Context: an optimization exercise on an open-source flow, tuned for small area, a short achievable clock period and few clock cycles. The choices shown serve that exercise and are no tape-out recipe.
The RTL was checked by simulation tests, not by an equivalence proof against the original design.
No activity file was given, so power comes from the tool's default toggle rates.

`flow/design.v`:
```
module crc16_byte (
    input  wire [15:0] crc,
    input  wire [7:0]  din,
    output wire [15:0] nxt
);
    wire [7:0] x = crc[15:8] ^ din;
    wire [7:0] y = x ^ {4'd0, x[7:4]};
    assign nxt = {crc[7:0], 8'd0} ^ {y[3:0], 12'd0} ^ {3'd0, y, 5'd0} ^ {8'd0, y};
endmodule
module od_client (
    input  wire        clk,
    input  wire        rst,
    input  wire        cmd_valid,
    output reg         cmd_ready,
    input  wire        cmd_write,
    input  wire [15:0] cmd_idx,
    input  wire [7:0]  cmd_sub,
    input  wire [2:0]  cmd_wid,
    input  wire        cmd_sgn,
    input  wire [31:0] cmd_val,
    input  wire [31:0] cmd_tmo,
    output reg         tx_valid,
    output reg  [7:0]  tx_data,
    output reg         tx_last,
    input  wire        tx_ready,
    input  wire        txr_valid,
    input  wire        txr_ok,
    output reg         txr_ready,
    input  wire        rx_valid,
    input  wire [7:0]  rx_data,
    output reg         rx_ready,
    input  wire        tick,
    output reg         res_valid,
    output reg  [3:0]  res_kind,
    output reg  [2:0]  res_cause,
    output reg  [31:0] res_info,
    output reg  [31:0] res_val,
    input  wire        res_ready
);
    localparam [7:0] START    = 8'h7E;
    localparam [7:0] ESC      = 8'h7D;
    localparam [7:0] OP_READ  = 8'h01;
    localparam [7:0] OP_WRITE = 8'h02;
    localparam [3:0] K_OK = 4'd0, K_FRAME = 4'd1, K_TIMEOUT = 4'd2,
                     K_PROTO = 4'd3, K_DEVICE = 4'd4, K_WRFAIL = 4'd9,
                     K_CMD = 4'd10;
    localparam [2:0] FE_MARKER = 3'd1, FE_TRUNC = 3'd2, FE_CRC = 3'd4;
    localparam [2:0] PE_OPCODE = 3'd1, PE_SHAPE = 3'd2, PE_WIDTH = 3'd3;
    localparam [2:0] CE_OPERAND = 3'd3;
    localparam [2:0] R_START = 3'd0, R_OPC = 3'd1, R_LEN = 3'd2,
                     R_PAY = 3'd3, R_CLO = 3'd4, R_CHI = 3'd5;
    reg        txing;        
    reg        txend;        
    reg        zpend;        
    reg        wr;
    reg        w1, w2;       
    reg        sgn;
    reg [31:0] tmr;
    reg [3:0]  k;            
    reg        escp;         
    reg        cur_res;      
    reg [2:0]  rph;
    reg        escf;
    reg        rxany;
    reg [7:0]  rem;          
    reg        lo_ok;
    reg [7:0]  rq;
    reg        q_opc, q_len, q_pay;
    reg        opc_bad;
    reg        len_short;
    reg        len_bad;
    reg        abt_nz;       
    reg [15:0] crc;
    function is_res(input [7:0] b);
        is_res = (b == START) || (b == ESC);
    endfunction
    wire cmd_take = cmd_valid && cmd_ready;
    wire cmd_bad  = !((cmd_wid == 3'd1) || (cmd_wid == 3'd2) || (cmd_wid == 3'd4)) ||
                    (cmd_tmo == 32'd0);
    wire [7:0] cur     = res_info[7:0];
    wire       tx_adv  = txing && (!tx_valid || tx_ready);
    wire       tx_done = txend && tx_valid && tx_ready;   
    wire rx_take    = rx_valid && rx_ready;
    wire rx_content = escf || (rx_data != ESC);
    wire q_body     = q_opc || q_len || q_pay;
    wire [7:0] fill = {8{sgn & rq[7]}};
    wire [15:0] crc_nxt;
    crc16_byte u_crc (.crc(crc), .din(txing ? cur : rq), .nxt(crc_nxt));
    wire [15:0] crc_fin = q_body ? crc_nxt : crc;
    wire crc_ok = lo_ok && (crc[15:8] == rx_data);
    wire dev_err  = !opc_bad && !len_short && abt_nz;
    wire read_ok  = !opc_bad && !len_short && !abt_nz && !len_bad && !wr;
    reg [3:0] pre_kind;
    reg [2:0] pre_cause;
    always @(*) begin
        pre_kind = K_OK; pre_cause = 3'd0;
        if (opc_bad)        begin pre_kind = K_PROTO;  pre_cause = PE_OPCODE; end
        else if (len_short) begin pre_kind = K_PROTO;  pre_cause = PE_SHAPE;  end
        else if (abt_nz)    begin pre_kind = K_DEVICE; pre_cause = 3'd0;      end
        else if (len_bad)   begin pre_kind = K_PROTO;  pre_cause = wr ? PE_SHAPE : PE_WIDTH; end
    end
    wire        tmr_dec = rx_ready && tick && !rx_take;
    wire [31:0] tmr_low0;
    wire [7:0] nib0;             
    wire [7:0] nib_low0;         
    genvar gi;
    generate
        for (gi = 0; gi < 8; gi = gi + 1) begin : g_nib
            assign nib0[gi] = ~|tmr[4*gi+3:4*gi];
            if (gi == 0) begin : g_first
                assign nib_low0[gi] = 1'b1;
            end else begin : g_next
                assign nib_low0[gi] = nib_low0[gi-1] && nib0[gi-1];
            end
            assign tmr_low0[4*gi]   = nib_low0[gi];
            assign tmr_low0[4*gi+1] = nib_low0[gi] && !tmr[4*gi];
            assign tmr_low0[4*gi+2] = nib_low0[gi] && !tmr[4*gi] && !tmr[4*gi+1];
            assign tmr_low0[4*gi+3] = nib_low0[gi] && !tmr[4*gi] && !tmr[4*gi+1] && !tmr[4*gi+2];
        end
    endgenerate
    wire       rx_hit  = rx_take && rx_content;
    wire       rem_dec = rx_hit && (rph == R_PAY);
    wire [7:0] rem_low0;
    assign rem_low0[0] = 1'b1;
    generate
        for (gi = 1; gi < 8; gi = gi + 1) begin : g_rlow0
            assign rem_low0[gi] = rem_low0[gi-1] && !rem[gi-1];
        end
    endgenerate
    always @(posedge clk) begin
        tmr <= cmd_take ? cmd_tmo : (tmr ^ ({32{tmr_dec}} & tmr_low0));
        rq  <= rx_data;
        rem <= cmd_take ? cmd_val[31:24] :
               (rx_hit && rph == R_LEN) ? rx_data :
               (rem ^ ({8{rem_dec}} & rem_low0));
    end
    task fail(input [3:0] kind, input [2:0] cause);
        begin
            zpend     <= 1'b1;
            res_kind  <= kind;
            res_cause <= cause;
            rx_ready  <= 1'b0;
        end
    endtask
    always @(posedge clk) begin
        if (rst) begin
            cmd_ready <= 1'b1;
            txing     <= 1'b0;
            txend     <= 1'b0;
            zpend     <= 1'b0;
            tx_valid  <= 1'b0;
            txr_ready <= 1'b0;
            rx_ready  <= 1'b0;
            res_valid <= 1'b0;
            q_opc     <= 1'b0;
            q_len     <= 1'b0;
            q_pay     <= 1'b0;
        end else begin
            if (res_valid && res_ready) begin
                res_valid <= 1'b0;
                cmd_ready <= 1'b1;
            end
            if (cmd_take) begin
                cmd_ready <= 1'b0;
                wr        <= cmd_write;
                w1        <= cmd_wid[0];
                w2        <= cmd_wid[1];
                sgn       <= cmd_sgn;
                res_info  <= {cmd_idx,
                              (cmd_write ? {6'd1, cmd_wid[2], cmd_wid[2] | cmd_wid[1]} : 8'd3),
                              (cmd_write ? OP_WRITE : OP_READ)};
                res_val   <= {cmd_val[23:0], cmd_sub};
                k         <= cmd_write ? {2'b10, cmd_wid[2], cmd_wid[2] | cmd_wid[1]} : 4'd7;
                escp      <= 1'b0;
                cur_res   <= 1'b0;
                crc       <= 16'd0;
                tx_data   <= START;
                tx_last   <= 1'b0;
                if (cmd_bad) begin
                    fail(K_CMD, CE_OPERAND);
                end else begin
                    txing    <= 1'b1;
                    tx_valid <= 1'b1;
                end
            end
            if (tx_adv) begin
                tx_valid <= 1'b1;
                if (!escp && cur_res) begin
                    tx_data <= ESC;
                    escp    <= 1'b1;
                end else begin
                    tx_data <= cur;
                    escp    <= 1'b0;
                    k       <= k - 4'd1;
                    if (k >= 4'd3) crc <= crc_nxt;
                    if (k == 4'd3) begin
                        res_info[15:0] <= crc_nxt;
                        cur_res <= is_res(crc_nxt[7:0]);
                    end else begin
                        res_info <= {res_val[7:0], res_info[31:8]};
                        res_val  <= {rem, res_val[31:8]};
                        cur_res  <= is_res(res_info[15:8]);
                    end
                    if (k == 4'd1) begin
                        tx_last <= 1'b1;
                        txing   <= 1'b0;
                        txend   <= 1'b1;
                    end
                end
            end else if (tx_valid && tx_ready) begin
                tx_valid <= 1'b0;
            end
            if (tx_done) begin
                txend     <= 1'b0;
                txr_ready <= 1'b1;
            end
            if (txr_valid && txr_ready) begin
                txr_ready <= 1'b0;
                rph       <= R_START;
                escf      <= 1'b0;
                rxany     <= 1'b0;
                crc       <= 16'd0;
                if (txr_ok) rx_ready <= 1'b1;
                else        fail(K_WRFAIL, 3'd0);
            end
            q_opc <= rx_take && rx_content && (rph == R_OPC);
            q_len <= rx_take && rx_content && (rph == R_LEN);
            q_pay <= rx_take && rx_content && (rph == R_PAY);
            if (q_body) crc <= crc_nxt;
            if (q_opc) opc_bad <= (rq != (wr ? OP_WRITE : OP_READ));
            if (q_len) begin
                k         <= 4'd0;
                len_short <= (rq < 8'd4);
                len_bad   <= (rq != (wr ? 8'd4 : w1 ? 8'd5 : w2 ? 8'd6 : 8'd8));
            end
            if (q_pay) begin
                if (!k[3]) k <= k + 4'd1;
                if (!k[2] && !k[3]) begin
                    res_info <= {rq, res_info[31:8]};
                    abt_nz   <= (abt_nz && k != 4'd0) || (rq != 8'd0);
                end
                if (k[2] && !k[3]) begin
                    if (w1)      res_val <= {fill, fill, fill, rq};
                    else if (w2) res_val <= {fill, fill, rq, res_val[15:8]};
                    else         res_val <= {rq, res_val[31:8]};
                end
            end
            if (rx_ready && (rph == R_CLO || rph == R_CHI) && !q_body) begin
                res_kind  <= pre_kind;
                res_cause <= pre_cause;
                if (!dev_err) res_info <= 32'd0;
                if (!read_ok) res_val  <= 32'd0;
            end
            if (zpend) begin
                zpend     <= 1'b0;
                res_valid <= 1'b1;
                res_info  <= 32'd0;
                res_val   <= 32'd0;
            end
            if (rx_take) begin
                rxany <= 1'b1;
                if (rph == R_START) begin
                    if (rx_data == START) rph <= R_OPC;
                    else                  fail(K_FRAME, FE_MARKER);
                end else begin
                    escf <= !escf && (rx_data == ESC);
                    if (rx_content) begin
                        case (rph)
                        R_OPC: rph <= R_LEN;
                        R_LEN: begin
                            rph <= (rx_data == 8'd0) ? R_CLO : R_PAY;
                        end
                        R_PAY: begin
                            if (rem == 8'd1) rph <= R_CLO;
                        end
                        R_CLO: begin
                            lo_ok <= (crc_fin[7:0] == rx_data);
                            rph   <= R_CHI;
                        end
                        default: begin
                            rx_ready <= 1'b0;
                            if (crc_ok) res_valid <= 1'b1;
                            else        fail(K_FRAME, FE_CRC);
                        end
                        endcase
                    end
                end
            end else if (rx_ready && tick) begin
                if (tmr == 32'd1) begin
                    if (rxany) fail(K_FRAME, FE_TRUNC);
                    else       fail(K_TIMEOUT, 3'd0);
                end
            end
        end
    end
endmodule
```
`flow/flow/run.sh`:
```
#!/bin/bash
# The standard layout, with plain buffers (buf_1) on the ports instead of the
# delay cells that buffer_ports picks by default. Every port still gets its
# own buffer.
set -euo pipefail
bash standard.sh "BUFFER_PORTS_ARGS=-buffer_cell sky130_fd_sc_hd__buf_1" finish > standard.log 2>&1
```
`flow/standard.sh`:
```
#!/bin/bash
# synth_recipe.tcl (not shown) runs the flow's synth.tcl, then flattens the netlist and writes it again
# the make line also repeats each setting of config.mk as NAME=value (left out here)
make -C /OpenROAD-flow-scripts/flow DESIGN_CONFIG=/design/flow/config.mk WORK_HOME=/design/flow/orfs CLKGATE_MAP_FILE= SYNTH_SCRIPT=/design/flow/synth_recipe.tcl "${@:-finish}"
```
`flow/config.mk`:
```
export PLATFORM = sky130hd
export DESIGN_NAME = od_client
export DESIGN_NICKNAME = od_client
export VERILOG_FILES = /design/flow/design.v
export SDC_FILE = /design/flow/constraint.sdc
export NUM_CORES = 4
export LEC_CHECK = 0
export ABC_AREA = 1
export CAP_MARGIN = 20
export CORE_MARGIN = 2
export CORE_UTILIZATION = 55
export CTS_BUF_LIST = sky130_fd_sc_hd__clkbuf_8
export SETUP_SLACK_MARGIN = 2.85
export SLEW_MARGIN = 20
```
`flow/constraint.sdc`:
```
create_clock -name core_clock -period 5.0 [get_ports {clk}]
set_input_delay 1.0000 -clock core_clock [delete_from_list [all_inputs] [get_ports {clk}]]
set_output_delay 1.0000 -clock core_clock [all_outputs]
set_load 0.01 [all_outputs]
```
==> results of run 1 <==
layout make-up:
cell class / count / share of cell area
Multi-Input combinational cell: 1075 / 0.4186
Sequential cell: 175 / 0.3510
Timing Repair Buffer: 275 / 0.1095
Inverter: 191 / 0.06231
Tap cell: 265 / 0.02487
Clock buffer: 17 / 0.01755
Clock inverter: 15 / 0.009947
Timing Repair inverter: 9 / 0.006194
worst reg2reg max path, delay by kind of cell (launching register included):
kind,cells,cell delay (ns)
AO/OA/AOI/OAI,2,0.50
AND/OR/NAND/NOR,2,0.25
XOR/XNOR,2,0.54
flip-flops,1,0.41
buffers and inverters,2,0.25
cell usage after synthesis (6+ instances only):
| cell | instances | area, um^2 |
|---|---|---|
| o221ai_1 | 8 | 70.07 |
| o21ai_0 | 70 | 350.3 |
| o22ai_1 | 21 | 131.4 |
| buf_1 | 6 | 22.52 |
| a31oi_1 | 51 | 319.1 |
| nor3_1 | 10 | 50.05 |
| edfxtp_1 | 116 | 3483 |
| o21ai_1 | 53 | 265.3 |
| nand4_1 | 10 | 62.56 |
| nor2_1 | 184 | 690.7 |
| a21oi_1 | 82 | 410.4 |
| xor2_1 | 16 | 140.1 |
| nand3_1 | 85 | 425.4 |
| inv_1 | 167 | 626.9 |
| buf_2 | 9 | 45.04 |
| o211ai_1 | 26 | 195.2 |
| ha_1 | 6 | 75.07 |
| inv_2 | 24 | 90.09 |
| nand2_2 | 8 | 50.05 |
| clkbuf_1 | 36 | 135.1 |
| dfxtp_1 | 59 | 1181 |
| buf_6 | 6 | 67.56 |
| or2_2 | 6 | 37.54 |
| nand2_1 | 384 | 1441 |
kinds of logic (layout without fill, tap and decap cells):
family	count (synthesis)	in the layout	synth area share
and+or+nand+nor	710	713	0.2737
AOI/OAI and AO/OA	338	338	0.1812
buffers and inverters	251	507	0.09319
DFF	175	175	0.4305
xor gates and xnor gates	18	18	0.01455
adders and majority gates	6	6	0.006928
power by group through the flow:
stage               combinational [mW]  sequential, mW  clock (mW)
floorplan                        0.642            1.91           0
global placement                 0.924            1.93           0
detailed placement               0.942            1.93           0
CTS                              0.999            1.90       0.973
global route                      1.27            1.91        1.03
finish                            1.15            1.90       0.978
per-layer routing:
layer	global-route usage	share of wire	vias to the layer above
met1	0.5011	0.42	5469
met3	0.06126	0.12	76
met2	0.5086	0.45	718
met4	0.09198	0.019	0
li1	-	-	5519
met5	0	0	-
metrics by stage:
stage | power, mW | setup WS (ns)
floorplan | 2.556 | 2.191
global placement | 2.858 | 1.646
detailed placement | 2.873 | 1.604
CTS | 3.869 | 2.778
global route | 4.207 | 2.746
finish | 4.032 | 2.801
sequential cells by signal, indices dropped and copies added (netlist names), 3 cells and up:
signal,cells
k,4
tx_data,8
rem,8
res_val,32
rq,8
rph,3
res_info,32
tmr,32
crc,16
res_cause,3
res_kind,4
worst max-delay path by stage:
stage / endpoint / cells past startpoint / start
finish: crc[12]$_DFFE_PN_ / 8 / rq[7]$_DFF_P_
global route: crc[12]$_DFFE_PN_ / 8 / rq[7]$_DFF_P_
CTS: cmd_ready / 1 / cmd_ready$_SDFFE_PP1P_
detailed placement: res_info[12]$_SDFFCE_PP0N_ / 9 / cmd_valid
global placement: res_info[15]$_SDFFCE_PP0N_ / 9 / cmd_valid
floorplan: crc[0]$_DFFE_PN_ / 1 / rst
what timing repair did:
item	CTS	global route
hold endpoints to repair	0	0
setup buffers	22	53
endpoints found under the setup margin	189	103
gates cloned	6	6
pin swaps	7	14
gates resized for setup	45	77
==> out/results.txt, run 1 <==
Post-synth EDFFs -> 116
placed cells -> 1903
post-route non-filler standard cell count -> 2022
syn nets -> 1614
family with the most delay on the worst path -> XOR/XNOR gates
Yosys reg bits -> 175
Reg2Reg Depth -> 8
Slew HR -> 0.5371
Async S/R FF share, synth -> 0
vias per cell -> 5.827
Post-synth top flop -> edfxtp_1
endpoints failing setup -> 0
Worst Hold Class -> reg2reg
share of cells above drive strength 1 -> 0.1468
R2R Path End -> crc[12]$_DFFE_PN_
most frequent cells in the layout -> 372 x nand2_1, 181 x buf_1, 171 x nor2_1
period utilization -> 0.4398
FP Rows -> 51
CTS Hold Buffers Added -> 0
CTS tree -> done
global-route wire length before repair -> 53.81 mm
largest net degree at the start of global routing -> 71
Crit. End Element -> flip-flop
Util after Layout -> 0.6873
sequential cell fraction of total power -> 0.471
Iter 0 DRT Violations -> 1483
Final TNS setup -> 0 ns
Max VDD drop -> 0.1937 mV
Reg2Reg Launch Point -> rq[7]$_DFF_P_
post-synthesis cell count -> 1498
drt wl/cell -> 18.45 um
sequential fraction of the synthesis area -> 0.4305
library cells used by synthesis -> 48
die height -> 144.4 um
Mapped Area -> 0.01084 mm^2
Placed Area -> 0.01182 mm^2
CTS buffer count -> 17
Final nets -> 1860
Final Hold Fails -> 0
Clock Path Buffers -> 2
R2R setup slack -> 2.80 ns
Hold Path Stages -> 2
RSZ-0062 raised after global routing -> yes
PortBufs -> 194
grt ovf -> 0
Routed Antenna Nets -> 0
syn avg cell area -> 7.233 um^2
count of clock tree sinks -> 175
WP data required -> 5.24 ns
Static Leak -> 5.760 nW
hold_ws -> 0.4498 ns
Hold Startpoint -> txend$_SDFFE_PP0P_
critical setup path kind -> reg2reg
final count of pins violating max slew -> 0
n_diodes -> 0
CP Launch Type -> flip-flop
DR DRC count -> 0
clock root cell -> clkbuf_8
Internal -> 2.562 mW
multi-input logic area -> 0.005582 mm^2
Hold Path End -> txend$_SDFFE_PP0P_
DRT Pass-1 Iters -> 9
slowest stage delay, CP -> 0.41 ns
net switching power -> 1.470 mW
total track usage -> 0.3378
worst path cell trace -> inv_1, o21ai_1, nand2_1, nand2_1, xor2_1, xor2_4, o211ai_1, inv_1
Area growth syn-to-layout -> 23.05%
register area -> 0.004679 mm^2
gpl congestion -> 0.9878
Peak Freq -> 454.8 MHz
Worst-Skew Late Latency -> 0.50 ns
Sw Share -> 0.3646
Worst path slowest cell -> dfxtp_2
Finished Cell Area -> 0.01333 mm^2
commonest non-fill, non-tap cell in the layout -> nand2_1
Final Critical Period -> 2.199 ns
power density cells -> 302.4 mW/mm^2
Max-Cap Viols -> 0
combinational power share -> 0.286
Clock Skew -> 0.02106 ns
clock share of power -> 0.243
Worst Path Max Fanout -> 5
Yosys warnings -> 1
worst slew pin tran -> 0.6905 ns
worst path buffer plus inverter count -> 2
die area -> 0.02084 mm^2
fill count -> 1761
via count -> 11780
initial antenna violation count -> 0
Die W -> 144.4 um
Clock Pin Slew Worst Setup and Hold Paths -> 0.10 ns
H-tree depth -> 4
number of global-route vias before repair -> 9861
I/O Pins -> 195
Core Box Area -> 0.01940 mm^2
DP HPWL -> 24.71 mm
Starting Density -> 0.5586
status -> timing/DRC/antenna clean
Final Routed Wirelength -> 37.31 mm
crit path DAT -> 2.44 ns
Testbench counts, summed over its fixed seeds: cycles 7,284.
==> run 2: changes to the inputs <==
--- a/flow/config.mk
+++ b/flow/config.mk
@@ -12,3 +12,3 @@
 export CTS_BUF_LIST = sky130_fd_sc_hd__clkbuf_8
-export SETUP_SLACK_MARGIN = 2.85
+export SETUP_SLACK_MARGIN = 2.8
 export SLEW_MARGIN = 20
==> out/results.txt, run 2 <==
CTS Hold Buffers Added -> 0 (unchanged)
clock root cell -> clkbuf_8
Reg2Reg Launch Point -> txing$_SDFF_PP0_
sequential cell fraction of total power -> 0.482 (+0.011)
Worst-Skew Late Latency -> 0.48 ns (-0.02 ns)
Final Critical Period -> 2.228 ns (+0.02917 ns)
Iter 0 DRT Violations -> 1149 (-23%)
Worst Hold Class -> reg2reg
Final Routed Wirelength -> 35.27 mm (-5.5%)
Worst Setup EP -> cmd_ready
final count of pins violating max slew -> 0 (unchanged)
post-place setup slack -> 1.583 ns (-0.02106 ns)
sequential fraction of the synthesis area -> 0.4305 (unchanged)
syn avg cell area -> 7.233 um^2 (unchanged)
Yosys reg bits -> 175 (unchanged)
Top Registers -> res_info: 32 flops, res_val: 32 flops, tmr: 32 flops
Starting Density -> 0.5586 (unchanged)
Static Leak -> 5.458 nW (-5.2%)
DP HPWL -> 24.94 mm (+0.93%)
Async S/R FF share, synth -> 0 (unchanged)
Synth area leader -> edfxtp_1
die area -> 0.02084 mm^2 (unchanged)
worst setup path startpoint -> cmd_ready$_SDFFE_PP1P_
CTS buffer count -> 17 (unchanged)
clock share of power -> 0.260 (+0.017)
Final Total Pwr -> 3.976 mW (-1.4%)
Core Box Area -> 0.01940 mm^2 (unchanged)
Final TNS setup -> 0 ns (unchanged)
most instantiated cells after synthesis -> 384 x nand2_1, 184 x nor2_1, 167 x inv_1
grt ovf -> 0 (unchanged)
Worst path slowest cell -> dfxtp_2
R2R Path End -> crc[12]$_DFFE_PN_
Yosys warnings -> 1 (unchanged)
Reg2Reg Depth -> 10 (+2)
Internal -> 2.552 mW (-0.38%)
die height -> 144.4 um (unchanged)
net switching power -> 1.424 mW (-3.2%)
period utilization -> 0.4456 (+0.005834)
total track usage -> 0.3231 (-0.01466)
I/O Pins -> 195 (unchanged)
Peak Freq -> 448.8 MHz (-1.3%)
Clock Skew -> 0.02349 ns (+0.002424 ns)
WP data required -> 4.00 ns (-1.24 ns)
n_diodes -> 0 (unchanged)
drt wl/cell -> 17.93 um (-2.8%)
Util after Layout -> 0.6557 (-0.03160)
Max VDD drop -> 0.1856 mV (-4.2%)
Clock Path Buffers -> 2 (unchanged)
worst path buffer plus inverter count -> 1 (-1)
vias per cell -> 5.747 (-1.4%)
largest net degree at the start of global routing -> 82 (+15%)
number of global-route vias before repair -> 9632 (-2.3%)
RSZ-0062 raised after global routing -> yes
share of cells above drive strength 1 -> 0.1063 (-0.04050)
Final nets -> 1805 (-3.0%)
crit path DAT -> 1.23 ns (-1.21 ns)
DR DRC count -> 0 (unchanged)
library cells used by synthesis -> 48 (unchanged)
Max-Cap Viols -> 0 (unchanged)
Crit. End Element -> primary output
worst path cell trace -> buf_1
placed cells -> 1904 (+0.053%)
Post-synth EDFFs -> 116 (unchanged)
Slew HR -> 0.5196 (-0.01748)
post-route non-filler standard cell count -> 1967 (-2.7%)
Worst Path Max Fanout -> 5 (unchanged)
top-count cell post-synth -> nand2_1
Crit path depth -> 1 (-7)
via count -> 11300 (-4.1%)
commonest non-fill, non-tap cell in the layout -> nand2_1
Die W -> 144.4 um (unchanged)
DRT Pass-1 Iters -> 8 (-1)
FP Rows -> 51 (unchanged)
critical setup path kind -> reg2out
slowest stage delay, CP -> 0.56 ns (+0.15 ns)
top cell type's share of synthesized area -> 0.3215 (unchanged)
Sw Share -> 0.3580 (-0.006591)
PortBufs -> 194 (unchanged)
power density cells -> 312.6 mW/mm^2 (+3.3%)
combinational power share -> 0.259 (-0.027)
count of clock tree sinks -> 175 (unchanged)
Area growth syn-to-layout -> 17.39%
H-tree depth -> 4 (unchanged)
status -> timing/DRC/antenna clean
R2R setup slack -> 2.89 ns (+0.09 ns)
Clock Pin Slew Worst Setup and Hold Paths -> 0.10 ns (about the same)
endpoints failing setup -> 0 (unchanged)
largest cells by area after synthesis -> edfxtp_1 32%, nand2_1 13%, dfxtp_1 11%
initial antenna violation count -> 0 (unchanged)
CP Launch Type -> flip-flop
most frequent cells in the layout -> 375 x nand2_1, 184 x buf_1, 177 x nor2_1
family with the most delay on the worst path -> flip-flops
gpl congestion -> 0.9504 (-3.8%)
final worst setup slack -> 2.772 ns (-0.02917 ns)
post-synthesis cell count -> 1498 (unchanged)
worst slew pin tran -> 0.7166 ns (+0.02607 ns)
CTS tree -> done
Final Hold Fails -> 0 (unchanged)
Post-synth top flop -> edfxtp_1
global-route wire length before repair -> 51.63 mm (-4.1%)
syn nets -> 1614 (unchanged)
Routed Antenna Nets -> 0 (unchanged)
Mapped Area -> 0.01084 mm^2 (unchanged)
run 2: cell count changes in the layout (fill, tap and decap cells not counted), moves of 3 or more:
cell / before / now
inv_8: 6 / 3
nor2_1: 171 / 177
inv_2: 17 / 20
nand2_4: 11 / 8
buf_6: 4 / 0
buf_1: 181 / 184
nor2_4: 13 / 9
buf_4: 72 / 28
o21ai_1: 50 / 56
nand2_1: 372 / 375
o21ai_2: 7 / 3
run 2: what timing repair did:
item,in CTS,in global routing
setup endpoints to repair,183,88
setup buffers,6,20
resized for setup,34,52
cloned,2,3
pin swaps,5,6
run 2: how the worst min path moves through the flow:
stage,from,endpoint,slack [ns],cells after the start
floorplan,txend$_SDFFE_PP0P_,txend$_SDFFE_PP0P_,0.43,2
global placement,txend$_SDFFE_PP0P_,txend$_SDFFE_PP0P_,0.44,2
detailed placement,txend$_SDFFE_PP0P_,txend$_SDFFE_PP0P_,0.44,2
CTS,txend$_SDFFE_PP0P_,txend$_SDFFE_PP0P_,0.45,2
global route,txend$_SDFFE_PP0P_,txend$_SDFFE_PP0P_,0.49,2
finish,txend$_SDFFE_PP0P_,txend$_SDFFE_PP0P_,0.46,2
run 2: cells by family (layout without fill, tap and decap cells):
| logic type | Yosys count | after routing | share of synthesized area |
|---|---|---|---|
| compound gates | 338 | 338 | 0.1812 |
| flops | 175 | 175 | 0.4305 |
| buf+inv | 251 | 453 | 0.09319 |
| fa+ha+maj | 6 | 6 | 0.006928 |
| xor+xnor | 18 | 18 | 0.01455 |
| simple gates | 710 | 712 | 0.2737 |
run 2: power by group through the flow:
| stage | logic, mW | clock network (mW) | registers (mW) |
|---|---|---|---|
| 2_1_floorplan | 0.639 | 0 | 1.91 |
| 3_3_place_gp | 0.923 | 0 | 1.94 |
| 3_5_place_dp | 0.939 | 0 | 1.93 |
| 4_1_cts | 0.960 | 1.04 | 1.90 |
| 5_1_grt | 1.14 | 1.09 | 1.93 |
| 6_report | 1.03 | 1.03 | 1.91 |
run 2: layer usage:
layer | routed length [um] | share of wire | global-route usage
met5 | 0 | 0 | 0
met2 | 15500 | 0.44 | 0.4844
met1 | 15020 | 0.43 | 0.4728
met3 | 4097 | 0.12 | 0.07483
met4 | 660 | 0.019 | 0.08125
run 2: cell type report:
type / count / area, um^2
clock buffer: 17 / 234.0
clock inverter: 15 / 156.4
fill: 1832 / 6679
inverter: 191 / 804.5
multi-input combinational: 1074 / 5451
sequential: 175 / 4676
tap: 265 / 331.6
timing repair buffer: 227 / 1049
timing repair inverter: 3 / 17.52
run 2: per-stage QoR:
stage	hold slack [ns]	area (um^2)
global placement	0.4355	11780
detailed placement	0.4390	11780
floorplan	0.4258	10980
CTS	0.4536	12350
global route	0.4856	12720
finish	0.4578	12720
==> run 3: changes to the inputs <==
--- a/flow/config.mk
+++ b/flow/config.mk
@@ -12,3 +12,3 @@
 export CTS_BUF_LIST = sky130_fd_sc_hd__clkbuf_8
-export SETUP_SLACK_MARGIN = 2.8
+export SETUP_SLACK_MARGIN = 2.75
 export SLEW_MARGIN = 20
==> out/results.txt, run 3 <==
Hold Path End -> txend$_SDFFE_PP0P_
syn avg cell area -> 7.233 um^2 (unchanged)
via count -> 11250 (-0.46%)
Starting Density -> 0.5586 (unchanged)
worst path buffer plus inverter count -> 1 (unchanged)
grt ovf -> 0 (unchanged)
Clock Skew -> 0.02237 ns (-0.001115 ns)
largest net degree at the start of global routing -> 77 (-6.1%)
most frequent cells in the layout -> 376 x nand2_1, 184 x buf_1, 181 x nor2_1
Finished Cell Area -> 0.01257 mm^2 (-1.2%)
Reg2Reg Launch Point -> rq[7]$_DFF_P_
family with the most delay on the worst path -> flip-flops
Max-Cap Viols -> 0 (unchanged)
count of clock tree sinks -> 175 (unchanged)
power density cells -> 313.2 mW/mm^2 (+0.21%)
die area -> 0.02084 mm^2 (unchanged)
Area growth syn-to-layout -> 16.04%
Clock Path Buffers -> 2 (unchanged)
Final Critical Period -> 2.303 ns (+0.07517 ns)
post-synthesis cell count -> 1498 (unchanged)
n_diodes -> 0 (unchanged)
die height -> 144.4 um (unchanged)
gpl congestion -> 0.9061 (-4.7%)
Die W -> 144.4 um (unchanged)
DR DRC count -> 0 (unchanged)
H-tree depth -> 4 (unchanged)
Routed Antenna Nets -> 0 (unchanged)
largest cells by area after synthesis -> edfxtp_1 32%, nand2_1 13%, dfxtp_1 11%
Final TNS setup -> 0 ns (unchanged)
Reg2Reg Depth -> 9 (-1)
Clock Pin Slew Worst Setup and Hold Paths -> 0.09 ns (about the same)
Placed Area -> 0.01175 mm^2 (-0.21%)
clock root cell -> clkbuf_8
worst path cell trace -> buf_1
status -> timing/DRC/antenna clean
crit path DAT -> 1.30 ns (+0.07 ns)
Crit. End Element -> primary output
R2R setup slack -> 2.83 ns (-0.06 ns)
CP Launch Type -> flip-flop
Post-synth EDFFs -> 116 (unchanged)
Final Hold Fails -> 0 (unchanged)
number of global-route vias before repair -> 9855 (+2.3%)
Yosys reg bits -> 175 (unchanged)
slowest stage delay, CP -> 0.63 ns (+0.07 ns)
period utilization -> 0.4606 (+0.01503)
post-route non-filler standard cell count -> 1964 (-0.15%)
Hold Path Stages -> 2 (unchanged)
Hold Startpoint -> txend$_SDFFE_PP0P_
total track usage -> 0.3227 (-0.0004759)
CTS tree -> done
initial antenna violation count -> 0 (unchanged)
Worst-Skew Late Latency -> 0.48 ns (about the same)
CTS Hold Buffers Added -> 0 (unchanged)
syn nets -> 1614 (unchanged)
Peak Freq -> 434.2 MHz (-3.3%)
worst slew pin tran -> 0.7174 ns (+0.0008419 ns)
Core Box Area -> 0.01940 mm^2 (unchanged)
placed cells -> 1905 (+0.053%)
Synth area leader -> edfxtp_1
Top Registers -> res_info: 32 flops, res_val: 32 flops, tmr: 32 flops
hold_ws -> 0.4575 ns (-0.0003070 ns)
critical setup path kind -> reg2out
sequential fraction of the synthesis area -> 0.4305 (unchanged)
Worst Path Max Fanout -> 4 (-1)
commonest non-fill, non-tap cell in the layout -> nand2_1
R2R Path End -> res_info[8]$_SDFFCE_PP0N_
DP HPWL -> 24.36 mm (-2.3%)
Iter 0 DRT Violations -> 1251 (+8.9%)
Worst Hold Class -> reg2reg
most instantiated cells after synthesis -> 384 x nand2_1, 184 x nor2_1, 167 x inv_1
Max VDD drop -> 0.2212 mV (+19%)
share of cells above drive strength 1 -> 0.09829 (-0.008052)
DRT Pass-1 Iters -> 6 (-2)
top cell type's share of synthesized area -> 0.3215 (unchanged)
global-route wire length before repair -> 51.61 mm (about the same)
vias per cell -> 5.729 (-0.31%)
library cells used by synthesis -> 48 (unchanged)
FP Rows -> 51 (unchanged)
Final Routed Wirelength -> 34.99 mm (-0.79%)
Slew HR -> 0.5217 (+0.002065)
WP data required -> 4.00 ns (about the same)
Post-synth top flop -> edfxtp_1
drt wl/cell -> 17.82 um (-0.64%)
endpoints failing setup -> 0 (unchanged)
I/O Pins -> 195 (unchanged)
PortBufs -> 194 (unchanged)
CTS buffer count -> 17 (unchanged)
Mapped Area -> 0.01084 mm^2 (unchanged)
top-count cell post-synth -> nand2_1
Final nets -> 1802 (-0.17%)
Static Leak -> 5.425 nW (-0.60%)
Async S/R FF share, synth -> 0 (unchanged)
Worst path slowest cell -> dfxtp_1
RSZ-0062 raised after global routing -> yes
final count of pins violating max slew -> 0 (unchanged)
Yosys warnings -> 1 (unchanged)
-- run 3: cell count changes in the layout (fill, tap and decap cells not counted), sizes merged --
cell      previous run  this run
nand2              396       395
clkinvlp            11         9
clkinv               5         4
bufinv               2         1
buf                223       217
inv                191       194
clkbuf              21        26
-- run 3: cell type report --
class / count / area, um^2
Fill cell: 1867 / 6825
Multi-Input combinational cell: 1073 / 5364
Sequential cell: 175 / 4676
Timing Repair Buffer: 226 / 1013
Inverter: 191 / 789.5
Tap cell: 265 / 331.6
Clock buffer: 17 / 234.0
Clock inverter: 15 / 152.6
Timing Repair inverter: 2 / 12.51
-- run 3: where the power goes --
group / switching, mW / total (mW) / internal [mW]
Combinational: 0.657 / 1.00 / 0.343
Sequential: 0.161 / 1.91 / 1.75
Clock: 0.620 / 1.03 / 0.412
-- run 3: repair_timing --
item                       CTS  global route
resized for setup           28            39
pin swaps                    6             5
gates cloned                 1             2
setup endpoints to repair  107            84
setup buffers               10            14
-- run 3: how the worst max path moves through the flow --
stage	from	endpoint	slack (ns)	depth (start not counted)
final	cmd_ready$_SDFFE_PP1P_	cmd_ready	2.70	1
after global routing	cmd_ready$_SDFFE_PP1P_	cmd_ready	2.65	1
after CTS	tx_ready	res_info[0]$_SDFFCE_PP0N_	2.74	12
after detailed placement	cmd_valid	crc[8]$_DFFE_PN_	1.56	7
after global placement	cmd_valid	crc[7]$_DFFE_PN_	1.62	9
after floorplan	rst	crc[0]$_DFFE_PN_	2.19	1
-- run 3: stage by stage --
step / utilization / worst slack, ns / power (mW)
after floorplan: - / 2.191 / 2.546
after global placement: 0.6059 / 1.620 / 2.850
after detailed placement: 0.6059 / 1.564 / 2.861
after CTS: 0.6357 / 2.736 / 3.888
after global routing: 0.6482 / 2.652 / 4.119
final: 0.6482 / 2.697 / 3.938
-- run 3: cell families (layout without fill, tap and decap cells) --
family | count (synthesis) | after routing | share of synthesized area
AOI/OAI and AO/OA | 338 | 338 | 0.1812
xor gates and xnor gates | 18 | 18 | 0.01455
adders and majority gates | 6 | 6 | 0.006928
buffers and inverters | 251 | 451 | 0.09319
DFF | 175 | 175 | 0.4305
and+or+nand+nor | 710 | 711 | 0.2737
-- run 3: metal layers --
layer  GRT usage  part of all wire  vias to the layer above  wire (um)
met4      0.1017             0.026                        0        894
met2      0.4832              0.43                      628      15140
met3     0.07219              0.11                       72       3723
met1      0.4658              0.44                     5147      15230
met5           0                 0                        -          0
li1            -                 -                     5405          -
==> run 4: changes to the inputs <==
--- a/flow/config.mk
+++ b/flow/config.mk
@@ -12,3 +12,3 @@
 export CTS_BUF_LIST = sky130_fd_sc_hd__clkbuf_8
-export SETUP_SLACK_MARGIN = 2.75
+export SETUP_SLACK_MARGIN = 2.7
 export SLEW_MARGIN = 20
==> out/results.txt, run 4 <==
crit path DAT -> 1.34 ns (+0.04 ns)
post-synthesis adder-cell area fraction -> 0.006928 (unchanged)
Starting Density -> 0.5586 (unchanged)
H-tree depth -> 4 (unchanged)
worst path cell trace -> buf_1
DR DRC count -> 0 (unchanged)
Area growth syn-to-layout -> 15.21%
grt ovf -> 0 (unchanged)
most instantiated cells after synthesis -> 384 x nand2_1, 184 x nor2_1, 167 x inv_1
most frequent cells in the layout -> 378 x nand2_1, 187 x buf_1, 180 x nor2_1
syn nets -> 1614 (unchanged)
largest family of logic cells by synthesized area -> simple AND/OR/NAND/NOR gates
commonest non-fill, non-tap cell in the layout -> nand2_1
mux cell area share after synthesis -> 0 (unchanged)
post-route non-filler standard cell count -> 1958 (-0.31%)
CTS Hold Buffers Added -> 0 (unchanged)
die area -> 0.02084 mm^2 (unchanged)
Max VDD drop -> 0.1794 mV (-19%)
largest net degree at the start of global routing -> 73 (-5.2%)
top cell type's share of synthesized area -> 0.3215 (unchanged)
Mapped Area -> 0.01084 mm^2 (unchanged)
Peak Freq -> 427.4 MHz (-1.6%)
WP data required -> 4.00 ns (about the same)
Post-Synth XOR/XNOR Area -> 0.01455 (unchanged)
Slew HR -> 0.4354 (-0.08634)
DP HPWL -> 24.51 mm (+0.62%)
Final Hold Fails -> 0 (unchanged)
global-route wire length before repair -> 51.35 mm (-0.50%)
fill count -> 1846 (-1.1%)
Compound-Gate Fraction of Synth Area -> 0.1812 (unchanged)
critical setup path kind -> reg2out
drt wl/cell -> 17.96 um (+0.83%)
Async S/R FF share, synth -> 0 (unchanged)
endpoints failing setup -> 0 (unchanged)
status -> timing/DRC/antenna clean
CP Launch Type -> flip-flop
die height -> 144.4 um (unchanged)
Max-Cap Viols -> 0 (unchanged)
Routed Antenna Nets -> 0 (unchanged)
share of cells above drive strength 1 -> 0.08865 (-0.009641)
Final Routed Wirelength -> 35.17 mm (+0.52%)
Clock Pin Slew Worst Setup and Hold Paths -> 0.10 ns (about the same)
sequential fraction of the synthesis area -> 0.4305 (unchanged)
vias per cell -> 5.739 (+0.17%)
Worst Path Max Fanout -> 4 (unchanged)
initial antenna violation count -> 0 (unchanged)
post-synthesis cell count -> 1498 (unchanged)
syn avg cell area -> 7.233 um^2 (unchanged)
count of clock tree sinks -> 175 (unchanged)
via count -> 11240 (-0.13%)
register area -> 0.004671 mm^2 (-0.11%)
hold_ws -> 0.4494 ns (-0.008140 ns)
top-count cell post-synth -> nand2_1
final worst setup slack -> 2.661 ns (-0.03640 ns)
Post-synth top flop -> edfxtp_1
family with the most delay on the worst path -> flip-flops
total track usage -> 0.3217 (-0.001014)
Worst path slowest cell -> dfxtp_1
Final Total Pwr -> 3.871 mW (-1.7%)
worst path buffer plus inverter count -> 1 (unchanged)
Synth area leader -> edfxtp_1
multi-input logic area -> 0.005336 mm^2 (-0.51%)
CTS buffer count -> 17 (unchanged)
placed cells -> 1903 (-0.10%)
largest cells by area after synthesis -> edfxtp_1 32%, nand2_1 13%, dfxtp_1 11%
slowest stage delay, CP -> 0.66 ns (+0.03 ns)
Clock Path Buffers -> 2 (unchanged)
Yosys reg bits -> 175 (unchanged)
Yosys warnings -> 1 (unchanged)
Worst Hold Class -> reg2reg
I/O Pins -> 195 (unchanged)
Final Critical Period -> 2.339 ns (+0.03640 ns)
Post-Synth Simple-Gate Area -> 0.2737 (unchanged)
Final TNS setup -> 0 ns (unchanged)
Post-synth EDFFs -> 116 (unchanged)
gpl congestion -> 0.9484 (+4.7%)
Clock Skew -> 0.01946 ns (-0.002914 ns)
clock root cell -> clkbuf_8
Core Box Area -> 0.01940 mm^2 (unchanged)
Final nets -> 1795 (-0.39%)
CTS tree -> done
PortBufs -> 194 (unchanged)
Iter 0 DRT Violations -> 1321 (+5.6%)
Crit. End Element -> primary output
RSZ-0062 raised after global routing -> yes
Die W -> 144.4 um (unchanged)
Worst-Skew Late Latency -> 0.48 ns (about the same)
period utilization -> 0.4679 (+0.007280)
final count of pins violating max slew -> 0 (unchanged)
library cells used by synthesis -> 48 (unchanged)
FP Rows -> 51 (unchanged)
power density cells -> 310.1 mW/mm^2 (-0.98%)
worst slew pin tran -> 0.8423 ns (+0.1249 ns)
post-place setup slack -> 1.515 ns (-0.04846 ns)
DRT Pass-1 Iters -> 7 (+1)
number of global-route vias before repair -> 9282 (-5.8%)
Top Registers -> res_info: 32 flops, res_val: 32 flops, tmr: 32 flops
Static Leak -> 5.367 nW (-1.1%)
[run 4: changes by cell type in the layout (fill, tap and decap cells not counted), sizes merged]
cell and change:
bufinv -1, inv +2, clkbuf -5, buf -2, clkinv -1, diode +1
[run 4: metal layers]
| metal | global-route usage | share of wire |
|---|---|---|
| met2 | 0.4882 | 0.44 |
| met4 | 0.07869 | 0.018 |
| met3 | 0.05331 | 0.11 |
| met1 | 0.4801 | 0.44 |
| met5 | 0 | 0 |
[run 4: path summary, 6_finish.rpt]
kind / start / to / slack (ns) / cells past startpoint
max: cmd_ready$_SDFFE_PP1P_ / cmd_ready / 2.66 / 1
min: txend$_SDFFE_PP0P_ / txend$_SDFFE_PP0P_ / 0.45 / 2
max reg2reg: rq[0]$_DFF_P_ / crc[12]$_DFFE_PN_ / 2.81 / 10
min reg2reg: txend$_SDFFE_PP0P_ / txend$_SDFFE_PP0P_ / 0.45 / 2
[run 4: per-stage QoR]
| step | utilization | instance area [um^2] |
|---|---|---|
| final | 0.6435 | 12480 |
| after detailed placement | 0.6049 | 11730 |
| after floorplan | - | 10920 |
| after global routing | 0.6434 | 12480 |
| after CTS | 0.6312 | 12240 |
| after global placement | 0.6049 | 11730 |
[run 4: cell families (layout without fill, tap and decap cells)]
| group | Yosys count | after routing |
|---|---|---|
| and+or+nand+nor | 710 | 711 |
| DFF | 175 | 175 |
| xor gates and xnor gates | 18 | 18 |
| buffers and inverters | 251 | 444 |
| adders and majority gates | 6 | 6 |
| other | 0 | 1 |
| AOI/OAI and AO/OA | 338 | 338 |
[run 4: final cells by class]
cell class,count,area share
Inverter,191,0.06355
Clock buffer,17,0.01874
Timing Repair Buffer,219,0.07798
Antenna cell,1,0.0002005
Sequential cell,175,0.3742
Clock inverter,15,0.01032
Timing Repair inverter,2,0.001002
Tap cell,265,0.02656
Multi-Input combinational cell,1073,0.4275
[run 4: power by group]
| part | total, mW | switching [mW] | internal, mW |
|---|---|---|---|
| Sequential | 1.91 | 0.165 | 1.75 |
| Combinational | 0.992 | 0.659 | 0.333 |
| Clock | 0.969 | 0.608 | 0.361 |
| Total | 3.87 | 1.43 | 2.44 |
[run 4: timing repair]
action	4_1_cts	5_1_grt
endpoints found under the setup margin	125	65
pin swaps	3	5
gates cloned	2	1
setup buffers	4	15
resized for setup	30	25
==> run 5: changes to the inputs <==
--- a/flow/config.mk
+++ b/flow/config.mk
@@ -10,5 +10,5 @@
 export CORE_MARGIN = 2
-export CORE_UTILIZATION = 55
+export CORE_UTILIZATION = 45
 export CTS_BUF_LIST = sky130_fd_sc_hd__clkbuf_8
-export SETUP_SLACK_MARGIN = 2.7
+export SETUP_SLACK_MARGIN = 2.85
 export SLEW_MARGIN = 20
==> out/results.txt, run 5 <==
status -> timing/DRC/antenna clean
Util after Layout -> 0.5754 (-0.06810)
CP dominant cell by count -> buf_6
combinational power share -> 0.279 (+0.023)
Placed Area -> 0.01187 mm^2 (+1.2%)
clock root cell -> clkbuf_8
Peak Freq -> 453.5 MHz (+6.1%)
FP Rows -> 56 (+9.8%)
total track usage -> 0.2862 (-0.03549)
Hold Path End -> txend$_SDFFE_PP0P_
DRT Pass-1 Iters -> 7 (unchanged)
Clock Skew -> 0.02130 ns (+0.001843 ns)
worst path cell trace -> buf_6, buf_6
Hold Startpoint -> txend$_SDFFE_PP0P_
Synth area leader -> edfxtp_1
vias per cell -> 5.514 (-3.9%)
Final Routed Wirelength -> 37.85 mm (+7.6%)
syn avg cell area -> 7.233 um^2 (unchanged)
Max-Cap Viols -> 0 (unchanged)
top-count cell post-synth -> nand2_1
Iter 0 DRT Violations -> 1352 (+2.3%)
largest net degree at the start of global routing -> 86 (+18%)
Starting Density -> 0.4602 (-0.09832)
post-route non-filler standard cell count -> 2085 (+6.5%)
sequential cell fraction of total power -> 0.451 (-0.043)
DP HPWL -> 26.03 mm (+6.2%)
Worst path slowest cell -> edfxtp_1
Final TNS setup -> 0 ns (unchanged)
Final Critical Period -> 2.205 ns (-0.1342 ns)
Reg2Reg Launch Point -> k[2]$_DFFE_PN_
Reg2Reg Depth -> 10 (unchanged)
final count of pins violating max slew -> 0 (unchanged)
grt ovf -> 0 (unchanged)
R2R Path End -> res_val[9]$_SDFFCE_PP0N_
Worst-Skew Late Latency -> 0.49 ns (about the same)
Routed Antenna Nets -> 0 (unchanged)
commonest non-fill, non-tap cell in the layout -> nand2_1
number of global-route vias before repair -> 10390 (+12%)
worst path buffer plus inverter count -> 2 (+1)
most frequent cells in the layout -> 366 x nand2_1, 179 x buf_1, 169 x nor2_1
count of clock tree sinks -> 175 (unchanged)
Yosys warnings -> 1 (unchanged)
crit path DAT -> 1.21 ns (-0.13 ns)
share of cells above drive strength 1 -> 0.1592 (+0.07055)
critical setup path kind -> reg2out
Post-synth top flop -> edfxtp_1
CP Launch Type -> flip-flop
Clock Pin Slew Worst Setup and Hold Paths -> 0.11 ns (about the same)
most instantiated cells after synthesis -> 384 x nand2_1, 184 x nor2_1, 167 x inv_1
Mapped Area -> 0.01084 mm^2 (unchanged)
post-synthesis cell count -> 1498 (unchanged)
Area growth syn-to-layout -> 25.02%
R2R setup slack -> 2.91 ns (+0.10 ns)
period utilization -> 0.4411 (-0.02684)
sequential fraction of the synthesis area -> 0.4305 (unchanged)
Yosys reg bits -> 175 (unchanged)
drt wl/cell -> 18.16 um (+1.1%)
Sw Share -> 0.3637 (-0.006010)
Crit. End Element -> primary output
DR DRC count -> 0 (unchanged)
Final nets -> 1868 (+4.1%)
Static Leak -> 5.832 nW (+8.6%)
worst setup path startpoint -> res_info[0]$_SDFFCE_PP0N_
family with the most delay on the worst path -> flip-flops
via count -> 11500 (+2.3%)
top cell type's share of synthesized area -> 0.3215 (unchanged)
endpoints failing setup -> 0 (unchanged)
CTS buffer count -> 17 (unchanged)
Clock Path Buffers -> 2 (unchanged)
Final Total Pwr -> 4.187 mW (+8.2%)
Final Hold Fails -> 0 (unchanged)
CTS Hold Buffers Added -> 0 (unchanged)
Async S/R FF share, synth -> 0 (unchanged)
Hold Path Stages -> 2 (unchanged)
power density cells -> 309.1 mW/mm^2 (-0.33%)
gpl congestion -> 0.9323 (-1.7%)
die height -> 159.2 um (+10%)
PortBufs -> 194 (unchanged)
Slew HR -> 0.6332 (+0.1978)
clock share of power -> 0.270 (+0.020)
CTS tree -> done
largest cells by area after synthesis -> edfxtp_1 32%, nand2_1 13%, dfxtp_1 11%
global-route wire length before repair -> 57.09 mm (+11%)
Top Registers -> res_info: 32 flops, res_val: 32 flops, tmr: 32 flops
placed cells -> 1959 (+2.9%)
Internal -> 2.664 mW (+9.2%)
Worst Hold Class -> reg2reg
Worst Path Max Fanout -> 2 (-2)
RSZ-0062 raised after global routing -> yes
WP data required -> 4.00 ns (about the same)
initial antenna violation count -> 1 (+1)
Core Box Area -> 0.02354 mm^2 (+21%)
slowest stage delay, CP -> 0.45 ns (-0.21 ns)
Max VDD drop -> 0.1561 mV (-13%)
net switching power -> 1.523 mW (+6.4%)
Die W -> 159.2 um (+10%)
Finished Cell Area -> 0.01355 mm^2 (+8.5%)
Post-synth EDFFs -> 116 (unchanged)
I/O Pins -> 195 (unchanged)
syn nets -> 1614 (unchanged)
H-tree depth -> 4 (unchanged)
library cells used by synthesis -> 48 (unchanged)
die area -> 0.02534 mm^2 (+22%)
worst slew pin tran -> 0.5502 ns (-0.2921 ns)
[run 5: cell counts after synthesis]
No cell type changed its count.
[run 5: worst register-to-register path: stages (launching register included)]
cell	delay, ns
edfxtp_1	0.51
nor2_2	0.20
inv_2	0.09
nor2_4	0.24
nor2_8	0.11
buf_6	0.15
inv_8	0.18
nand3_1	0.10
o21ai_1	0.09
nor2_1	0.05
o21a_1	0.16
[run 5: layout make-up]
| class | count | area [um^2] |
|---|---|---|
| clock buffer | 17 | 234.0 |
| tap | 319 | 399.1 |
| multi-input combinational | 1073 | 5562 |
| fill | 2376 | 9996 |
| inverter | 191 | 804.5 |
| sequential | 175 | 4679 |
| timing repair inverter | 7 | 73.82 |
| antenna | 1 | 2.502 |
| clock inverter | 15 | 214.0 |
| timing repair buffer | 287 | 1578 |
[run 5: power by group through the flow]
stage	registers, mW	logic (mW)	clock network [mW]
finish	1.89	1.17	1.13
global route	1.91	1.29	1.20
CTS	1.89	1.03	1.14
detailed placement	1.94	0.939	0
global placement	1.94	0.922	0
floorplan	1.91	0.642	0
[run 5: repair_timing]
action,CTS,global route
endpoints found under the hold margin,0,0
pin swaps,6,13
endpoints found under the setup margin,186,112
gates resized for setup,54,84
buffers inserted,37,48
cloned,2,6
[run 5: logic make-up after synthesis]
logic type	after synthesis	synth area share
adder cells (fa/ha/maj)	6	0.006928
buffers and inverters	251	0.09319
XOR/XNOR	18	0.01455
AO/OA/AOI/OAI	338	0.1812
AND/OR/NAND/NOR	710	0.2737
flip-flops	175	0.4305
[run 5: worst max-delay path by stage]
stage,cells past startpoint,slack [ns],end
after detailed placement,12,1.71,res_info[17]$_SDFFCE_PP0N_
after global routing,2,2.75,res_info[0]
after CTS,1,2.79,cmd_ready
after floorplan,1,2.19,crc[0]$_DFFE_PN_
after global placement,12,1.77,res_info[1]$_SDFFCE_PP0N_
final,2,2.79,res_info[0]
[run 5: through the flow]
stage	setup WS (ns)	hold WS, ns
after detailed placement	1.711	0.4427
final	2.795	0.4574
after floorplan	2.191	0.4258
after global placement	1.772	0.4363
after CTS	2.789	0.4602
after global routing	2.747	0.4929
[run 5: per-layer routing]
metal | global-route usage | vias to the layer above | share of wire | wire [um]
met4 | 0.07851 | 0 | 0.019 | 715
li1 | - | 5541 | - | -
met3 | 0.04897 | 59 | 0.091 | 3451
met5 | 0 | - | 0 | 0
met2 | 0.4356 | 588 | 0.45 | 16890
met1 | 0.4197 | 5309 | 0.44 | 16800
==> run 6: changes to the inputs <==
--- a/flow/design.v
+++ b/flow/design.v
@@ -67,3 +67,3 @@
     reg [7:0]  rq;
-    reg        q_opc, q_len, q_pay;
+    reg        q_tk;         
     reg        opc_bad;
@@ -83,9 +83,39 @@
     wire rx_take    = rx_valid && rx_ready;
-    wire rx_content = escf || (rx_data != ESC);
-    wire q_body     = q_opc || q_len || q_pay;
+    wire q_cont = q_tk && (rph != R_START) && (escf || (rq != ESC));
+    wire q_opc  = q_cont && (rph == R_OPC);
+    wire q_len  = q_cont && (rph == R_LEN);
+    wire q_pay  = q_cont && (rph == R_PAY);
+    wire q_clo  = q_cont && (rph == R_CLO);
+    wire q_body = q_opc || q_len || q_pay;
+    reg [2:0] rph_n;
+    reg       escf_n;
+    reg [7:0] rem_n;
+    always @(*) begin
+        rph_n  = rph;
+        escf_n = escf;
+        rem_n  = rem;
+        if (q_tk) begin
+            if (rph == R_START) begin
+                rph_n = R_OPC;       
+            end else begin
+                escf_n = !escf && (rq == ESC);
+                if (q_opc) rph_n = R_LEN;
+                if (q_len) begin
+                    rem_n = rq;
+                    rph_n = (rq == 8'd0) ? R_CLO : R_PAY;
+                end
+                if (q_pay) begin
+                    rem_n = rem - 8'd1;
+                    if (rem == 8'd1) rph_n = R_CLO;
+                end
+                if (q_clo) rph_n = R_CHI;
+            end
+        end
+    end
+    wire lo_ok_n = q_clo ? (crc[7:0] == rq) : lo_ok;
+    wire rx_content = escf_n || (rx_data != ESC);
     wire [7:0] fill = {8{sgn & rq[7]}};
     wire [15:0] crc_nxt;
-    crc16_byte u_crc (.crc(crc), .din(txing ? cur : rq), .nxt(crc_nxt));
-    wire [15:0] crc_fin = q_body ? crc_nxt : crc;
-    wire crc_ok = lo_ok && (crc[15:8] == rx_data);
+    crc16_byte u_crc (.crc(crc), .din(rx_ready ? rq : cur), .nxt(crc_nxt));
+    wire crc_ok = lo_ok_n && (crc[15:8] == rx_data);
     wire dev_err  = !opc_bad && !len_short && abt_nz;
@@ -100,37 +130,2 @@
         else if (len_bad)   begin pre_kind = K_PROTO;  pre_cause = wr ? PE_SHAPE : PE_WIDTH; end
-    end
-    wire        tmr_dec = rx_ready && tick && !rx_take;
-    wire [31:0] tmr_low0;
-    wire [7:0] nib0;             
-    wire [7:0] nib_low0;         
-    genvar gi;
-    generate
-        for (gi = 0; gi < 8; gi = gi + 1) begin : g_nib
-            assign nib0[gi] = ~|tmr[4*gi+3:4*gi];
-            if (gi == 0) begin : g_first
-                assign nib_low0[gi] = 1'b1;
-            end else begin : g_next
-                assign nib_low0[gi] = nib_low0[gi-1] && nib0[gi-1];
-            end
-            assign tmr_low0[4*gi]   = nib_low0[gi];
-            assign tmr_low0[4*gi+1] = nib_low0[gi] && !tmr[4*gi];
-            assign tmr_low0[4*gi+2] = nib_low0[gi] && !tmr[4*gi] && !tmr[4*gi+1];
-            assign tmr_low0[4*gi+3] = nib_low0[gi] && !tmr[4*gi] && !tmr[4*gi+1] && !tmr[4*gi+2];
-        end
-    endgenerate
-    wire       rx_hit  = rx_take && rx_content;
-    wire       rem_dec = rx_hit && (rph == R_PAY);
-    wire [7:0] rem_low0;
-    assign rem_low0[0] = 1'b1;
-    generate
-        for (gi = 1; gi < 8; gi = gi + 1) begin : g_rlow0
-            assign rem_low0[gi] = rem_low0[gi-1] && !rem[gi-1];
-        end
-    endgenerate
-    always @(posedge clk) begin
-        tmr <= cmd_take ? cmd_tmo : (tmr ^ ({32{tmr_dec}} & tmr_low0));
-        rq  <= rx_data;
-        rem <= cmd_take ? cmd_val[31:24] :
-               (rx_hit && rph == R_LEN) ? rx_data :
-               (rem ^ ({8{rem_dec}} & rem_low0));
     end
@@ -154,6 +149,8 @@
             res_valid <= 1'b0;
-            q_opc     <= 1'b0;
-            q_len     <= 1'b0;
-            q_pay     <= 1'b0;
+            q_tk      <= 1'b0;
         end else begin
+            rph   <= rph_n;
+            escf  <= escf_n;
+            rem   <= rem_n;
+            lo_ok <= lo_ok_n;
             if (res_valid && res_ready) begin
@@ -168,7 +165,8 @@
                 sgn       <= cmd_sgn;
-                res_info  <= {cmd_idx,
-                              (cmd_write ? {6'd1, cmd_wid[2], cmd_wid[2] | cmd_wid[1]} : 8'd3),
+                tmr       <= cmd_tmo;
+                res_info  <= {cmd_idx, (cmd_write ? 8'd3 + {5'd0, cmd_wid} : 8'd3),
                               (cmd_write ? OP_WRITE : OP_READ)};
                 res_val   <= {cmd_val[23:0], cmd_sub};
-                k         <= cmd_write ? {2'b10, cmd_wid[2], cmd_wid[2] | cmd_wid[1]} : 4'd7;
+                rem       <= cmd_val[31:24];
+                k         <= cmd_write ? 4'd7 + {1'b0, cmd_wid} : 4'd7;
                 escp      <= 1'b0;
@@ -225,5 +223,4 @@
             end
-            q_opc <= rx_take && rx_content && (rph == R_OPC);
-            q_len <= rx_take && rx_content && (rph == R_LEN);
-            q_pay <= rx_take && rx_content && (rph == R_PAY);
+            rq    <= rx_data;
+            q_tk  <= rx_take;
             if (q_body) crc <= crc_nxt;
@@ -261,29 +258,11 @@
                 rxany <= 1'b1;
-                if (rph == R_START) begin
-                    if (rx_data == START) rph <= R_OPC;
-                    else                  fail(K_FRAME, FE_MARKER);
-                end else begin
-                    escf <= !escf && (rx_data == ESC);
-                    if (rx_content) begin
-                        case (rph)
-                        R_OPC: rph <= R_LEN;
-                        R_LEN: begin
-                            rph <= (rx_data == 8'd0) ? R_CLO : R_PAY;
-                        end
-                        R_PAY: begin
-                            if (rem == 8'd1) rph <= R_CLO;
-                        end
-                        R_CLO: begin
-                            lo_ok <= (crc_fin[7:0] == rx_data);
-                            rph   <= R_CHI;
-                        end
-                        default: begin
-                            rx_ready <= 1'b0;
-                            if (crc_ok) res_valid <= 1'b1;
-                            else        fail(K_FRAME, FE_CRC);
-                        end
-                        endcase
-                    end
+                if (rph_n == R_START) begin
+                    if (rx_data != START) fail(K_FRAME, FE_MARKER);
+                end else if (rph_n == R_CHI && rx_content) begin
+                    rx_ready <= 1'b0;
+                    if (crc_ok) res_valid <= 1'b1;
+                    else        fail(K_FRAME, FE_CRC);
                 end
             end else if (rx_ready && tick) begin
+                tmr <= tmr - 32'd1;
                 if (tmr == 32'd1) begin
==> flow/flow/run.sh (replaced) <==
#!/bin/bash
# The standard layout, with plain buffers (buf_2) on the ports instead of the
# delay cells that buffer_ports picks by default. Every port still gets its
# own buffer.
set -euo pipefail
bash standard.sh "BUFFER_PORTS_ARGS=-buffer_cell sky130_fd_sc_hd__buf_2" finish > standard.log 2>&1
--- a/flow/config.mk
+++ b/flow/config.mk
@@ -10,4 +10,3 @@
 export CORE_MARGIN = 2
-export CORE_UTILIZATION = 45
-export CTS_BUF_LIST = sky130_fd_sc_hd__clkbuf_8
+export CORE_UTILIZATION = 40
 export SETUP_SLACK_MARGIN = 2.85
==> out/results.txt, run 6 <==
most frequent cells in the layout -> 332 x nand2_1, 188 x buf_2, 164 x nor2_1, 164 x edfxtp_1, 131 x inv_1
Reg2Reg Depth -> 12 (+2)
PortBufs -> 194 (unchanged)
combinational power share -> 0.294 (+0.015)
Final nets -> 1940 (+3.9%)
RSZ-0062 raised after global routing -> yes
top-count cell post-synth -> nand2_1
number of global-route vias before repair -> 11630 (+12%)
R2R setup slack -> 2.83 ns (-0.08 ns)
worst path buffer plus inverter count -> 1 (-1)
top sig layer -> met5
WP data required -> 4.00 ns (about the same)
Final Total Pwr -> 4.565 mW (+9.0%)
Clock Pin Slew Worst Setup and Hold Paths -> 0.07 ns (-0.04 ns)
via count -> 12770 (+11%)
period utilization -> 0.4350 (-0.006064)
syn nets -> 1653 (+2.4%)
grt ovf -> 0 (unchanged)
Final Hold Fails -> 0 (unchanged)
Area growth syn-to-layout -> 35.26%
post-synthesis cell count -> 1531 (+2.2%)
family with the most delay on the worst path -> flip-flops
Static Leak -> 6.811 nW (+17%)
Hold Path Stages -> 2 (unchanged)
Final TNS setup -> 0 ns (unchanged)
largest family of logic cells by synthesized area -> simple AND/OR/NAND/NOR gates
worst slew pin tran -> 0.6935 ns (+0.1433 ns)
sequential cell fraction of total power -> 0.429 (-0.022)
post-synthesis adder-cell area fraction -> 0.01271 (+0.005781)
Mapped Area -> 0.01181 mm^2 (+9.0%)
Final Routed Wirelength -> 46.32 mm (+22%)
library cells used by synthesis -> 59 (+23%)
wl on met1 -> 18.74 mm (+12%)
Post-Synth XOR/XNOR Area -> 0.03929 (+0.02474)
Max VDD drop -> 0.1487 mV (-4.7%)
Async S/R FF share, synth -> 0 (unchanged)
drt wl/cell -> 20.91 um (+15%)
net switching power -> 1.612 mW (+5.8%)
worst path cell trace -> buf_2
WL met2 -> 21.35 mm (+26%)
status -> timing/DRC/antenna clean
Clock Skew -> 0.01856 ns (-0.002738 ns)
share of cells above drive strength 1 -> 0.3217 (+0.1625)
Core Box Area -> 0.02886 mm^2 (+23%)
I/O Pins -> 195 (unchanged)
sequential fraction of the synthesis area -> 0.4321 (+0.001627)
Post-Synth Simple-Gate Area -> 0.2467 (-0.02701)
Max-Cap Viols -> 0 (unchanged)
Internal -> 2.953 mW (+11%)
Slew HR -> 0.5377 (-0.09553)
DRT Pass-1 Iters -> 6 (-1)
Synth area leader -> edfxtp_1
gpl congestion -> 0.8921 (-4.3%)
final count of pins violating max slew -> 0 (unchanged)
CTS tree -> done
CTS buffer count -> 17 (unchanged)
Worst path slowest cell -> dfxtp_2
Hold Path End -> txend$_SDFFE_PP0P_
Worst Hold Class -> reg2reg
Hold Startpoint -> txend$_SDFFE_PP0P_
Post-synth EDFFs -> 164 (+41%)
largest cells by area after synthesis -> edfxtp_1 42%, nand2_1 12%, nor2_1 6.3%
Peak Freq -> 459.8 MHz (+1.4%)
Worst Path Max Fanout -> 5 (+3)
Worst-Skew Late Latency -> 0.44 ns (-0.05 ns)
count of clock tree sinks -> 173 (-1.1%)
clock root cell -> clkbuf_16
most instantiated cells after synthesis -> 364 x nand2_1, 197 x nor2_1, 164 x edfxtp_1
DR DRC count -> 0 (unchanged)
H-tree depth -> 4 (unchanged)
die area -> 0.03093 mm^2 (+22%)
global-route wire length before repair -> 67.44 mm (+18%)
Compound-Gate Fraction of Synth Area -> 0.1883 (+0.007130)
Clock Path Buffers -> 2 (unchanged)
routed wl met3 -> 4.755 mm (+38%)
n_diodes -> 0 (-1)
Crit. End Element -> primary output
endpoints failing setup -> 0 (unchanged)
CP Launch Type -> flip-flop
commonest non-fill, non-tap cell in the layout -> nand2_1
Yosys reg bits -> 173 (-1.1%)
clock share of power -> 0.277 (+0.007)
die height -> 175.9 um (+10%)
Top Registers -> res_info: 32 flops, res_val: 32 flops, tmr: 32 flops
Die W -> 175.9 um (+10%)
slowest stage delay, CP -> 0.54 ns (+0.09 ns)
Yosys warnings -> 1 (unchanged)
mux cell area share after synthesis -> 0 (unchanged)
Iter 0 DRT Violations -> 1637 (+21%)
largest net degree at the start of global routing -> 60 (-30%)
Post-synth top flop -> edfxtp_1
vias per cell -> 5.766 (+4.6%)
initial antenna violation count -> 3 (+2)
syn avg cell area -> 7.716 um^2 (+6.7%)
Routed Antenna Nets -> 0 (unchanged)
power density cells -> 285.7 mW/mm^2 (-7.6%)
crit path DAT -> 1.17 ns (-0.04 ns)
total track usage -> 0.2843 (-0.001862)
top cell type's share of synthesized area -> 0.4169 (+0.09538)
R2R Path End -> res_cause[2]$_DFFE_PN_
Reg2Reg Launch Point -> rq[2]$_DFFE_PN_
Starting Density -> 0.4094 (-0.05086)
FP Rows -> 62 (+11%)
Sw Share -> 0.3531 (-0.01066)
Final Critical Period -> 2.175 ns (-0.03032 ns)
DP HPWL -> 28.88 mm (+11%)
critical setup path kind -> reg2out
run 6: final cells by class:
cell class / instances / area, um^2
clock buffer: 19 / 432.9
clock inverter: 13 / 92.59
fill: 2771 / 12880
inverter: 159 / 688.2
multi-input combinational: 1138 / 6864
sequential: 173 / 5110
tap: 384 / 480.5
timing repair buffer: 328 / 2302
timing repair inverter: 1 / 8.758
run 6: worst reg2reg max path: cells and delay by family, from the launching register on:
kind / cells / cell delay (ns)
buffers and inverters: 1 / 0.17
flip-flops: 1 / 0.52
AND/OR/NAND/NOR: 11 / 1.24
run 6: worst max-delay path by stage:
stage                                            to                   start  cells past startpoint  slack (ns)
after global placement       res_cause[0]$_DFFE_PN_               cmd_valid                     10        1.49
after floorplan                    crc[0]$_DFFE_PN_                     rst                      1        1.58
after global routing         res_cause[2]$_DFFE_PN_         rq[2]$_DFFE_PN_                     12        2.75
after detailed placement  res_val[31]$_SDFFCE_PP0N_                tx_ready                      9        1.47
final                                     cmd_ready  cmd_ready$_SDFFE_PP1P_                      1        2.83
after CTS                                 cmd_ready  cmd_ready$_SDFFE_PP1P_                      1        2.81
run 6: through the flow:
stage | setup slack, ns | std cells | area [um^2] | hold WS, ns | utilization
4_1_cts | 2.810 | 2157 | 14830 | 0.4645 | 0.5139
6_report | 2.825 | 2215 | 15980 | 0.4672 | 0.5537
2_1_floorplan | 1.577 | 1531 | 12070 | 0.4258 | -
3_3_place_gp | 1.491 | 2049 | 13190 | 0.4365 | 0.4569
3_5_place_dp | 1.466 | 2049 | 13190 | 0.4534 | 0.4569
5_1_grt | 2.750 | 2215 | 15980 | 0.4948 | 0.5537
run 6: layer usage:
| layer | up-vias | global-route usage |
|---|---|---|
| met5 | - | 0 |
| met4 | 2 | 0.09401 |
| met3 | 120 | 0.05303 |
| met2 | 772 | 0.4560 |
| met1 | 6045 | 0.3877 |
| li1 | 5833 | - |
run 6: cells by family after synthesis:
group / count (synthesis)
flops: 173
buf+inv: 228
fa+ha+maj: 12
compound gates: 370
xor+xnor: 53
simple gates: 695
run 6: power groups by stage:
stage,clock network (mW),registers [mW],logic [mW]
after global routing,1.32,1.97,1.45
after detailed placement,0,1.99,0.983
after global placement,0,1.99,0.973
final,1.27,1.96,1.34
after CTS,1.27,1.95,1.15
after floorplan,0,1.95,0.652
run 6: what timing repair did:
action / in CTS / in global routing
endpoints found under the setup margin: 227 / 160
cloned: 10 / 3
pin swaps: 31 / 62
hold buffers: 0 / 0
gates resized for setup: 106 / 165
buffers inserted: 66 / 55
Testbench counts of run 6, summed over its fixed seeds: cycles 7,284.

[port drivers added, routing unchanged]
The flow's constraints put no driver on any port. The routed layouts listed below were extracted and timed again, unchanged, in two steps.
Step 1, drivers: a clkbuf_16 drives clk and a buf_2 each remaining input, both assumed.
Step 2 adds t to the input delays and takes it off the output delays; t is the mean of the earliest and latest rising clock arrival at the registers after step 1. Input paths then give back, and output paths get back, about the clock's delay inside the block.
Three values: ideal ports, drivers, drivers and shift; two values: the first two.
run | t, ns | setup slack, ns | hold slack, ns | worst setup path after step 2 | cell pins on the clock port's net
run 1 | 0.532 | 2.801 / 2.801 / 2.347 | 0.450 / 0.450 / 0.450 | input to register | 1
run 2 | 0.508 | 2.772 / 2.730 / 2.339 | 0.458 / 0.458 / 0.458 | input to register | 1
run 3 | 0.514 | 2.697 / 2.655 / 2.304 | 0.458 / 0.458 / 0.458 | input to register | 1
run 4 | 0.516 | 2.661 / 2.618 / 2.258 | 0.449 / 0.449 / 0.449 | input to register | 1
run 5 | 0.528 | 2.795 / 2.750 / 2.327 | 0.457 / 0.457 / 0.457 | input to register | 1
run 6 | 0.483 | 2.825 / 2.773 / 2.348 | 0.467 / 0.467 / 0.467 | input to register | 1
After both steps setup and hold are still met in every run listed. For run 6, which loses most, drivers alone change the setup slack by -0.052 ns; drivers and shift together by -0.477 ns.
